Background: an optimization exercise with open tools, aiming at small area, a short achievable clock period and few clock cycles. Do not read the settings as production practice.
Only simulation tests tie the RTL to the original design; equivalence was not proved.

==> flow/design.v <==
module fp_norm_round #(
    parameter W = 28
) (
    input                     sign,
    input  signed [11:0]      exp_in,
    input         [W-1:0]     mant,
    input                     sticky_in,
    output reg    [31:0]      result
);
    reg [6:0] lz;
    reg       found;
    integer   i;
    always @* begin
        lz    = 7'd0;
        found = 1'b0;
        for (i = W - 1; i >= 0; i = i - 1) begin
            if (!found) begin
                if (mant[i]) found = 1'b1;
                else lz = lz + 7'd1;
            end
        end
    end
    wire        [W-1:0] mant_n = mant << lz;
    wire signed [11:0]  e_n    = exp_in - $signed({5'd0, lz});
    reg [11:0]  sh;
    reg [7:0]   expf;
    reg [W-1:0] shifted;
    reg         lost;
    reg [23:0]  sig;
    reg         guard;
    reg         st;
    reg         rup;
    reg [30:0]  pk;
    always @* begin
        if (e_n >= 12'sd1) begin
            sh   = 12'd0;
            expf = e_n[7:0];
        end else begin
            sh   = 12'd1 - e_n;
            expf = 8'd0;
        end
        if (sh >= W) begin
            shifted = {W{1'b0}};
            lost    = |mant_n;
        end else begin
            shifted = mant_n >> sh;
            lost    = |(mant_n & ~({W{1'b1}} << sh));
        end
        sig    = shifted[W-1:W-24];
        guard  = shifted[W-25];
        st     = (|shifted[W-26:0]) | lost | sticky_in;
        rup    = guard & (st | sig[0]);
        pk = {expf, sig[22:0]} + {30'd0, rup};
        if (mant == {W{1'b0}})
            result = {sign, 31'd0};
        else if (e_n >= 12'sd255)
            result = {sign, 8'hFF, 23'd0};
        else
            result = {sign, pk};
    end
endmodule
module fp_mul (
    input  [31:0] a,
    input  [31:0] b,
    output [31:0] y
);
    wire [7:0]  ea = a[30:23];
    wire [7:0]  eb = b[30:23];
    wire [22:0] fa = a[22:0];
    wire [22:0] fb = b[22:0];
    wire        s  = a[31] ^ b[31];
    wire a_nan  = (ea == 8'hFF) && (fa != 23'd0);
    wire b_nan  = (eb == 8'hFF) && (fb != 23'd0);
    wire a_inf  = (ea == 8'hFF) && (fa == 23'd0);
    wire b_inf  = (eb == 8'hFF) && (fb == 23'd0);
    wire a_zero = (ea == 8'h00) && (fa == 23'd0);
    wire b_zero = (eb == 8'h00) && (fb == 23'd0);
    wire [23:0] ma = {ea != 8'h00, fa};
    wire [23:0] mb = {eb != 8'h00, fb};
    wire [7:0]  ea1 = (ea == 8'h00) ? 8'd1 : ea;
    wire [7:0]  eb1 = (eb == 8'h00) ? 8'd1 : eb;
    wire [47:0]        prod = ma * mb;
    wire signed [11:0] e    = $signed({4'd0, ea1}) + $signed({4'd0, eb1}) - 12'sd126;
    wire [31:0] rounded;
    fp_norm_round #(.W(48)) u_round (
        .sign     (s),
        .exp_in   (e),
        .mant     (prod),
        .sticky_in(1'b0),
        .result   (rounded)
    );
    assign y = (a_nan | b_nan | (a_inf & b_zero) | (b_inf & a_zero)) ? 32'h7FC00000 :
               (a_inf | b_inf)   ? {s, 8'hFF, 23'd0} :
               (a_zero | b_zero) ? {s, 31'd0} :
               rounded;
endmodule
module fp_add (
    input  [31:0] a,
    input  [31:0] b,
    input         sub,
    output [31:0] y
);
    wire [31:0] bb = {b[31] ^ sub, b[30:0]};
    wire a_nan = (a[30:23] == 8'hFF) && (a[22:0] != 23'd0);
    wire b_nan = (bb[30:23] == 8'hFF) && (bb[22:0] != 23'd0);
    wire a_inf = (a[30:23] == 8'hFF) && (a[22:0] == 23'd0);
    wire b_inf = (bb[30:23] == 8'hFF) && (bb[22:0] == 23'd0);
    wire        swap = bb[30:0] > a[30:0];
    wire [31:0] big  = swap ? bb : a;
    wire [31:0] sml  = swap ? a : bb;
    wire [7:0]  eb_raw = big[30:23];
    wire [7:0]  es_raw = sml[30:23];
    wire [7:0]  e_big  = (eb_raw == 8'h00) ? 8'd1 : eb_raw;
    wire [7:0]  e_sml  = (es_raw == 8'h00) ? 8'd1 : es_raw;
    wire [23:0] m_big  = {eb_raw != 8'h00, big[22:0]};
    wire [23:0] m_sml  = {es_raw != 8'h00, sml[22:0]};
    wire [7:0]  d      = e_big - e_sml;
    wire [27:0] a_ext = {1'b0, m_big, 3'b000};
    wire [27:0] s_ext = {1'b0, m_sml, 3'b000};
    reg  [27:0] s_al;
    always @* begin
        if (d >= 8'd28)
            s_al = {27'd0, |s_ext};
        else
            s_al = (s_ext >> d) | {27'd0, |(s_ext & ~({28{1'b1}} << d))};
    end
    wire        eff_sub = big[31] ^ sml[31];
    wire [27:0] sum     = eff_sub ? (a_ext - s_al) : (a_ext + s_al);
    wire        sign    = (sum == 28'd0) ? (a[31] & bb[31]) : big[31];
    wire signed [11:0] e = $signed({4'd0, e_big}) + 12'sd1;
    wire [31:0] rounded;
    fp_norm_round #(.W(28)) u_round (
        .sign     (sign),
        .exp_in   (e),
        .mant     (sum),
        .sticky_in(1'b0),
        .result   (rounded)
    );
    assign y = (a_nan | b_nan | (a_inf & b_inf & (a[31] != bb[31]))) ? 32'h7FC00000 :
               a_inf ? a :
               b_inf ? bb :
               rounded;
endmodule
module fp_div (
    input             clk,
    input             rst_n,
    input             start,
    input      [31:0] a,
    input      [31:0] b,
    output reg        done,
    output     [31:0] y
);
    localparam NQ = 27;    
    function [5:0] lzc24;
        input [23:0] m;
        integer k;
        reg f;
        begin
            lzc24 = 6'd0;
            f = 1'b0;
            for (k = 23; k >= 0; k = k - 1) begin
                if (!f) begin
                    if (m[k]) f = 1'b1;
                    else lzc24 = lzc24 + 6'd1;
                end
            end
        end
    endfunction
    wire [7:0]  ea  = a[30:23];
    wire [7:0]  eb  = b[30:23];
    wire [23:0] ma  = {ea != 8'h00, a[22:0]};
    wire [23:0] mb  = {eb != 8'h00, b[22:0]};
    wire [5:0]  lza = lzc24(ma);
    wire [5:0]  lzb = lzc24(mb);
    wire [7:0]  ea1 = (ea == 8'h00) ? 8'd1 : ea;
    wire [7:0]  eb1 = (eb == 8'h00) ? 8'd1 : eb;
    reg  [31:0]        ra, rb;      
    reg  [24:0]        rem;
    reg  [23:0]        dvs;
    reg  [NQ-1:0]      q;
    reg  signed [11:0] e;
    reg  [4:0]         cnt;
    reg                busy;
    always @(posedge clk) begin
        if (!rst_n) begin
            busy <= 1'b0;
            done <= 1'b0;
            cnt  <= 5'd0;
            ra   <= 32'd0;
            rb   <= 32'd0;
            rem  <= 25'd0;
            dvs  <= 24'd0;
            q    <= {NQ{1'b0}};
            e    <= 12'sd0;
        end else begin
            done <= 1'b0;
            if (start) begin
                ra   <= a;
                rb   <= b;
                rem  <= {1'b0, ma << lza};
                dvs  <= mb << lzb;
                e    <= $signed({4'd0, ea1}) - $signed({6'd0, lza})
                      - $signed({4'd0, eb1}) + $signed({6'd0, lzb}) + 12'sd127;
                q    <= {NQ{1'b0}};
                cnt  <= 5'd0;
                busy <= 1'b1;
            end else if (busy) begin
                if (rem >= {1'b0, dvs}) begin
                    q   <= {q[NQ-2:0], 1'b1};
                    rem <= (rem - {1'b0, dvs}) << 1;
                end else begin
                    q   <= {q[NQ-2:0], 1'b0};
                    rem <= rem << 1;
                end
                cnt <= cnt + 5'd1;
                if (cnt == NQ - 1) begin
                    busy <= 1'b0;
                    done <= 1'b1;
                end
            end
        end
    end
    wire [31:0] rounded;
    fp_norm_round #(.W(NQ)) u_round (
        .sign     (ra[31] ^ rb[31]),
        .exp_in   (e),
        .mant     (q),
        .sticky_in(rem != 25'd0),
        .result   (rounded)
    );
    wire [7:0]  rea = ra[30:23];
    wire [7:0]  reb = rb[30:23];
    wire a_nan  = (rea == 8'hFF) && (ra[22:0] != 23'd0);
    wire b_nan  = (reb == 8'hFF) && (rb[22:0] != 23'd0);
    wire a_inf  = (rea == 8'hFF) && (ra[22:0] == 23'd0);
    wire b_inf  = (reb == 8'hFF) && (rb[22:0] == 23'd0);
    wire a_zero = (rea == 8'h00) && (ra[22:0] == 23'd0);
    wire b_zero = (reb == 8'h00) && (rb[22:0] == 23'd0);
    wire s      = ra[31] ^ rb[31];
    assign y = (a_nan | b_nan | (a_inf & b_inf) | (a_zero & b_zero)) ? 32'h7FC00000 :
               (a_inf | b_zero) ? {s, 8'hFF, 23'd0} :
               (a_zero | b_inf) ? {s, 31'd0} :
               rounded;
endmodule
module biquad_fc (
    input             clk,
    input             rst_n,        
    input             coef_we,
    input      [2:0]  coef_sel,
    input      [31:0] coef_data,
    input             hist_clr,     
    input             in_valid,
    output            in_ready,
    input      [31:0] in_l,
    input      [31:0] in_r,
    output reg        out_valid,
    output reg [31:0] out_l,
    output reg [31:0] out_r
);
    localparam [31:0] F_ONE  = 32'h3F800000;
    localparam [31:0] F_ZERO = 32'h00000000;
    reg [31:0] b0, b1, b2, a0, a1, a2;
    reg [31:0] xl1, xl2, yl1, yl2;
    reg [31:0] xr1, xr2, yr1, yr2;
    reg [31:0] xin_l, xin_r;
    localparam [3:0] S_IDLE = 4'd0,
                     S_M0   = 4'd1,    
                     S_M1   = 4'd2,    
                     S_A1   = 4'd3,    
                     S_M2   = 4'd4,    
                     S_A2   = 4'd5,    
                     S_M3   = 4'd6,    
                     S_A3   = 4'd7,    
                     S_M4   = 4'd8,    
                     S_A4   = 4'd9,    
                     S_DIV  = 4'd10,   
                     S_WAIT = 4'd11;   
    reg [3:0]  state;
    reg        ch;          
    reg [31:0] t, p;
    assign in_ready = (state == S_IDLE);
    wire [31:0] x_cur  = ch ? xin_r : xin_l;
    wire [31:0] x1_cur = ch ? xr1 : xl1;
    wire [31:0] x2_cur = ch ? xr2 : xl2;
    wire [31:0] y1_cur = ch ? yr1 : yl1;
    wire [31:0] y2_cur = ch ? yr2 : yl2;
    reg  [31:0] mul_a, mul_b;
    always @* begin
        case (state)
            S_M0:    begin mul_a = b0; mul_b = x_cur;  end
            S_M1:    begin mul_a = b1; mul_b = x1_cur; end
            S_M2:    begin mul_a = b2; mul_b = x2_cur; end
            S_M3:    begin mul_a = a1; mul_b = y1_cur; end
            default: begin mul_a = a2; mul_b = y2_cur; end
        endcase
    end
    wire [31:0] mul_y;
    fp_mul u_mul (.a(mul_a), .b(mul_b), .y(mul_y));
    wire        add_sub = (state == S_A3) || (state == S_A4);
    wire [31:0] add_y;
    fp_add u_add (.a(t), .b(p), .sub(add_sub), .y(add_y));
    wire        div_done;
    wire [31:0] div_y;
    fp_div u_div (
        .clk  (clk),
        .rst_n(rst_n),
        .start(state == S_DIV),
        .a    (t),
        .b    (a0),
        .done (div_done),
        .y    (div_y)
    );
    always @(posedge clk) begin
        if (!rst_n) begin
            state     <= S_IDLE;
            ch        <= 1'b0;
            t         <= F_ZERO;
            p         <= F_ZERO;
            xin_l     <= F_ZERO;
            xin_r     <= F_ZERO;
            out_valid <= 1'b0;
            out_l     <= F_ZERO;
            out_r     <= F_ZERO;
            b0 <= F_ONE;  b1 <= F_ZERO; b2 <= F_ZERO;
            a0 <= F_ONE;  a1 <= F_ZERO; a2 <= F_ZERO;
            xl1 <= F_ZERO; xl2 <= F_ZERO; yl1 <= F_ZERO; yl2 <= F_ZERO;
            xr1 <= F_ZERO; xr2 <= F_ZERO; yr1 <= F_ZERO; yr2 <= F_ZERO;
        end else begin
            out_valid <= 1'b0;
            if (coef_we) begin
                case (coef_sel)
                    3'd0: b0 <= coef_data;
                    3'd1: b1 <= coef_data;
                    3'd2: b2 <= coef_data;
                    3'd3: a0 <= coef_data;
                    3'd4: a1 <= coef_data;
                    3'd5: a2 <= coef_data;
                    default: ;
                endcase
            end
            if (hist_clr) begin
                xl1 <= F_ZERO; xl2 <= F_ZERO; yl1 <= F_ZERO; yl2 <= F_ZERO;
                xr1 <= F_ZERO; xr2 <= F_ZERO; yr1 <= F_ZERO; yr2 <= F_ZERO;
            end
            case (state)
                S_IDLE: begin
                    if (in_valid) begin
                        xin_l <= in_l;
                        xin_r <= in_r;
                        ch    <= 1'b0;
                        state <= S_M0;
                    end
                end
                S_M0: begin t <= mul_y; state <= S_M1; end
                S_M1: begin p <= mul_y; state <= S_A1; end
                S_A1: begin t <= add_y; state <= S_M2; end
                S_M2: begin p <= mul_y; state <= S_A2; end
                S_A2: begin t <= add_y; state <= S_M3; end
                S_M3: begin p <= mul_y; state <= S_A3; end
                S_A3: begin t <= add_y; state <= S_M4; end
                S_M4: begin p <= mul_y; state <= S_A4; end
                S_A4: begin t <= add_y; state <= S_DIV; end
                S_DIV: state <= S_WAIT;
                S_WAIT: begin
                    if (div_done) begin
                        if (!ch) begin
                            xl2 <= xl1; xl1 <= xin_l;
                            yl2 <= yl1; yl1 <= div_y;
                            out_l <= div_y;
                            ch    <= 1'b1;
                            state <= S_M0;
                        end else begin
                            xr2 <= xr1; xr1 <= xin_r;
                            yr2 <= yr1; yr1 <= div_y;
                            out_r     <= div_y;
                            out_valid <= 1'b1;
                            state     <= S_IDLE;
                        end
                    end
                end
                default: state <= S_IDLE;
            endcase
        end
    end
endmodule
==> flow/run.sh <==
#!/bin/bash
# synth_recipe.tcl (not shown) runs the flow's synth.tcl, then flattens the netlist and writes it again
# the make line also repeats each setting of config.mk as NAME=value (left out here)
make -C /OpenROAD-flow-scripts/flow DESIGN_CONFIG=/design/flow/config.mk WORK_HOME=/design/flow/orfs CLKGATE_MAP_FILE= SYNTH_SCRIPT=/design/flow/synth_recipe.tcl finish
==> flow/config.mk <==
export PLATFORM = sky130hd
export DESIGN_NAME = biquad_fc
export DESIGN_NICKNAME = biquad_fc
export VERILOG_FILES = /design/flow/design.v
export SDC_FILE = /design/flow/constraint.sdc
export NUM_CORES = 4
export LEC_CHECK = 0
export CAP_MARGIN = 20
export CORE_MARGIN = 2
export CORE_UTILIZATION = 40
export PLACE_DENSITY = 0.6
export SLEW_MARGIN = 20
==> flow/constraint.sdc <==
create_clock -name core_clock -period 45.0 [get_ports {clk}]
set_input_delay 9.0000 -clock core_clock [delete_from_list [all_inputs] [get_ports {clk}]]
set_output_delay 9.0000 -clock core_clock [all_outputs]
set_load 0.01 [all_outputs]
==> results.txt <==
==> cell usage after synthesis, types with 136 or more instances <==
cell,n,share of area
inv_1,867,0.032
o21ai_0,666,0.033
xnor2_1,345,0.030
dfxtp_1,805,0.16
and2_1,159,0.0097
nor4_1,144,0.0088
nor2_1,1370,0.050
xor2_1,184,0.016
a211oi_1,136,0.010
nand3_1,500,0.024
mux2i_1,519,0.051
and3_1,230,0.014
a21o_1,202,0.015
nand4_1,145,0.0089
nor3_1,352,0.017
clkbuf_1,814,0.030
ha_1,484,0.059
mux2_2,140,0.015
nand2_1,2395,0.088
a21oi_1,1318,0.065
a31oi_1,154,0.0094
fa_1,497,0.097
==> cell type report <==
class                      instances  share of cell area
tap                             3366             0.03818
multi-input combinational      11751              0.7208
inverter                         880             0.03011
antenna                           23           0.0005217
clock inverter                    41            0.006782
sequential                       805              0.1461
clock buffer                     129             0.02431
timing repair buffer             426             0.03317
==> kinds of logic after synthesis <==
| kind of cell | synth area share |
|---|---|
| compound gates | 0.2226 |
| xor+xnor | 0.05902 |
| fa+ha+maj | 0.1582 |
| buf+inv | 0.06878 |
| flops | 0.1577 |
| mux | 0.06884 |
| simple gates | 0.2648 |
==> routing by layer <==
layer,routed length [µm],global-route usage,vias to the layer above
li1,-,-,49666
met1,167800,0.3923,50862
met2,183800,0.4821,4658
met3,32760,0.05359,994
met4,25920,0.1675,14
met5,85,0,-
==> worst max-delay path by stage <==
| stage | end | cells past startpoint | slack, ns |
|---|---|---|---|
| final | t[20]$_SDFFE_PN0P_ | 181 | 3.26 |
| after global routing | t[18]$_SDFFE_PN0P_ | 181 | 0.02 |
| after CTS | t[20]$_SDFFE_PN0P_ | 177 | 3.57 |
| after detailed placement | t[18]$_SDFFE_PN0P_ | 177 | 3.72 |
| after global placement | t[18]$_SDFFE_PN0P_ | 174 | 3.75 |
| after floorplan | t[18]$_SDFFE_PN0P_ | 194 | 6.93 |
==> tightest hold or removal path: stages (launching register included) <==
cell,delay [ns]
dfxtp_1,0.32
nand2_1,0.05
a21oi_1,0.05
==> metrics.yaml <==
synthesis:
  synth.distinct_cells: 147
  ys_ff_latch: 805
  syn_area_per_cell_um2: 7.104
  yosysSeqAreaShare: 0.1577
  yosysWarnings: 6
  syn_inst: 14382
  ys_async_sr_fraction: 0
  synth_edf_count: 0
  ys.flop_type: "dfxtp_1"
  synth_area_um2: 102200
  synth_nets: 15467
cts:
  cts_max_level: 3
  clkTransAtPathRegs_ns: 0.06
  cts_num_sinks: 805
  cts_resized: 0
  cts_setup_buffers: 0
  cts_tree: "yes"
  worstSkewPairLatency_ns: 0.75
  root_buffer: "clkbuf_16"
  cts_hold_buffers: 0
  cts_made_buffers: 92
  clock_path_buffers: 3
worst_setup_path:
  r2r_end: "t[20]$_SDFFE_PN0P_"
  cpMaxStageDelayCell: "dfxtp_1"
  rr_worst_depth: 181
  setup.worst_path.start: "state[0]$_SDFFE_PN0P_"
  crit_arrival_ns: 42.36
  rr_startpoint: "state[0]$_SDFFE_PN0P_"
  endpoint_kind: "register"
  ff2ff_setup_slack_ns: 3.26
  critPathRequiredTime_ns: 45.62
  crit_top_cell: "ha_1"
  worst_setup_path_start_kind: "register"
  path_buf_inv: 9
  cpLargestDelayFamily: "compound AO/OA/AOI/OAI gates"
  cpPeakStageDelay_ns: 0.76
  crit_fanout: 38
  critical_path_class: "reg2reg"
route:
  drtAntennaViolNets: 0
  drtPass1Iterations: 10
  drt-total-wl_mm: 410.3
  routedWlPerCell_um: 23.55
  routed_via_density: 6.096
  remaining_drc_errors: 0
  drtIter0Drc: 11547
  vias: 106194
timing:
  min_period_ns: 41.74
  fin_skew_ns: 0.1101
  worst_pin_slew_ns: 1.230
  worst_slack_ns: 3.256
  period_share: 0.9276
  setup_viol: 0
  whs_ns: 0.4317
  max_freq_mhz: 23.96
  rsz0062_at_grt: "false"
  slew_headroom: 0.1714
  drv_slew: 0
  tns_ns: 0
  hold_viol: 0
die:
  io_pins: 170
  fp.dieW_um: 509.4
  dieHeight_um: 509.4
  start_util: 0.4020
  rows: 185
  die_area_um2: 259500
  core_area_um2: 254200
final_layout:
  multi_input_area_um2: 79520
  drive_above_1_share: 0.06257
  design_area_um2: 110300
  stdcell_count: 17421
  layout_commonest_cell: "nand2_1"
  seqCellArea_um2: 16120
  fin_nets: 15041
  syn_to_final_growth_pct: 7.969
  fillers: 26629
  mostFrequentLayoutCells: "2388 x nand2_1, 1361 x nor2_1, 1313 x a21oi_1"
  postLayoutCoreUtil: 0.4341
hold_path:
  holdPathEnd: "yr2[28]$_SDFF_PN0_"
  holdPathStages: 2
  hold_path_class: "reg2reg"
  hold_start: "yr1[28]$_SDFF_PN0_"
global_route:
  track_usage: 0.3045
  grt_pass1_vias: 98953
  grt_start_max_net_pins: 152
  grt_pass1_wl_mm: 618.4
  antenna_found_initial: 30
  grt_overflow: 0
flow_run:
  max_cap_violations: 0
place:
  port_buffers: 169
  dpl.cell_count: 17228
  place_area_um2: 106800
  dp_hpwl_mm: 315.7
  routabilityCongestion: 1.051
  place_worst_setup_slack_ns: 3.717
run_status:
  status: "complete, no violations"
Testbench counts, summed over its fixed seeds: cycles 1,262,376.

-- port drivers added, routing unchanged --
How much do the figures lean on ideal ports? The routed layout below was timed once more, with nothing changed but the port constraints. Step 1, drivers: a clkbuf_16 drives clk and a buf_2 each remaining input, both assumed. Step 2 adds t to the input delays and takes it off the output delays; t is the mean of the earliest and latest rising clock arrival at the registers after step 1. Input paths then give back, and output paths get back, about the clock's delay inside the block. Three values: ideal ports, drivers, drivers and shift; two values: the first two.
t, ns: 0.806
slack for setup (ns): 3.256 / 3.256 / 3.256
slew at the worst register clock pin (ns): 0.07 / 0.07
worst data-port slew with drivers (ns): 0.22
cell pins on the clock port's net: 1
After both steps setup and hold are still met in this run. The setup slack of this run moves by 0.000 ns with the drivers and by 0.000 ns with both steps.
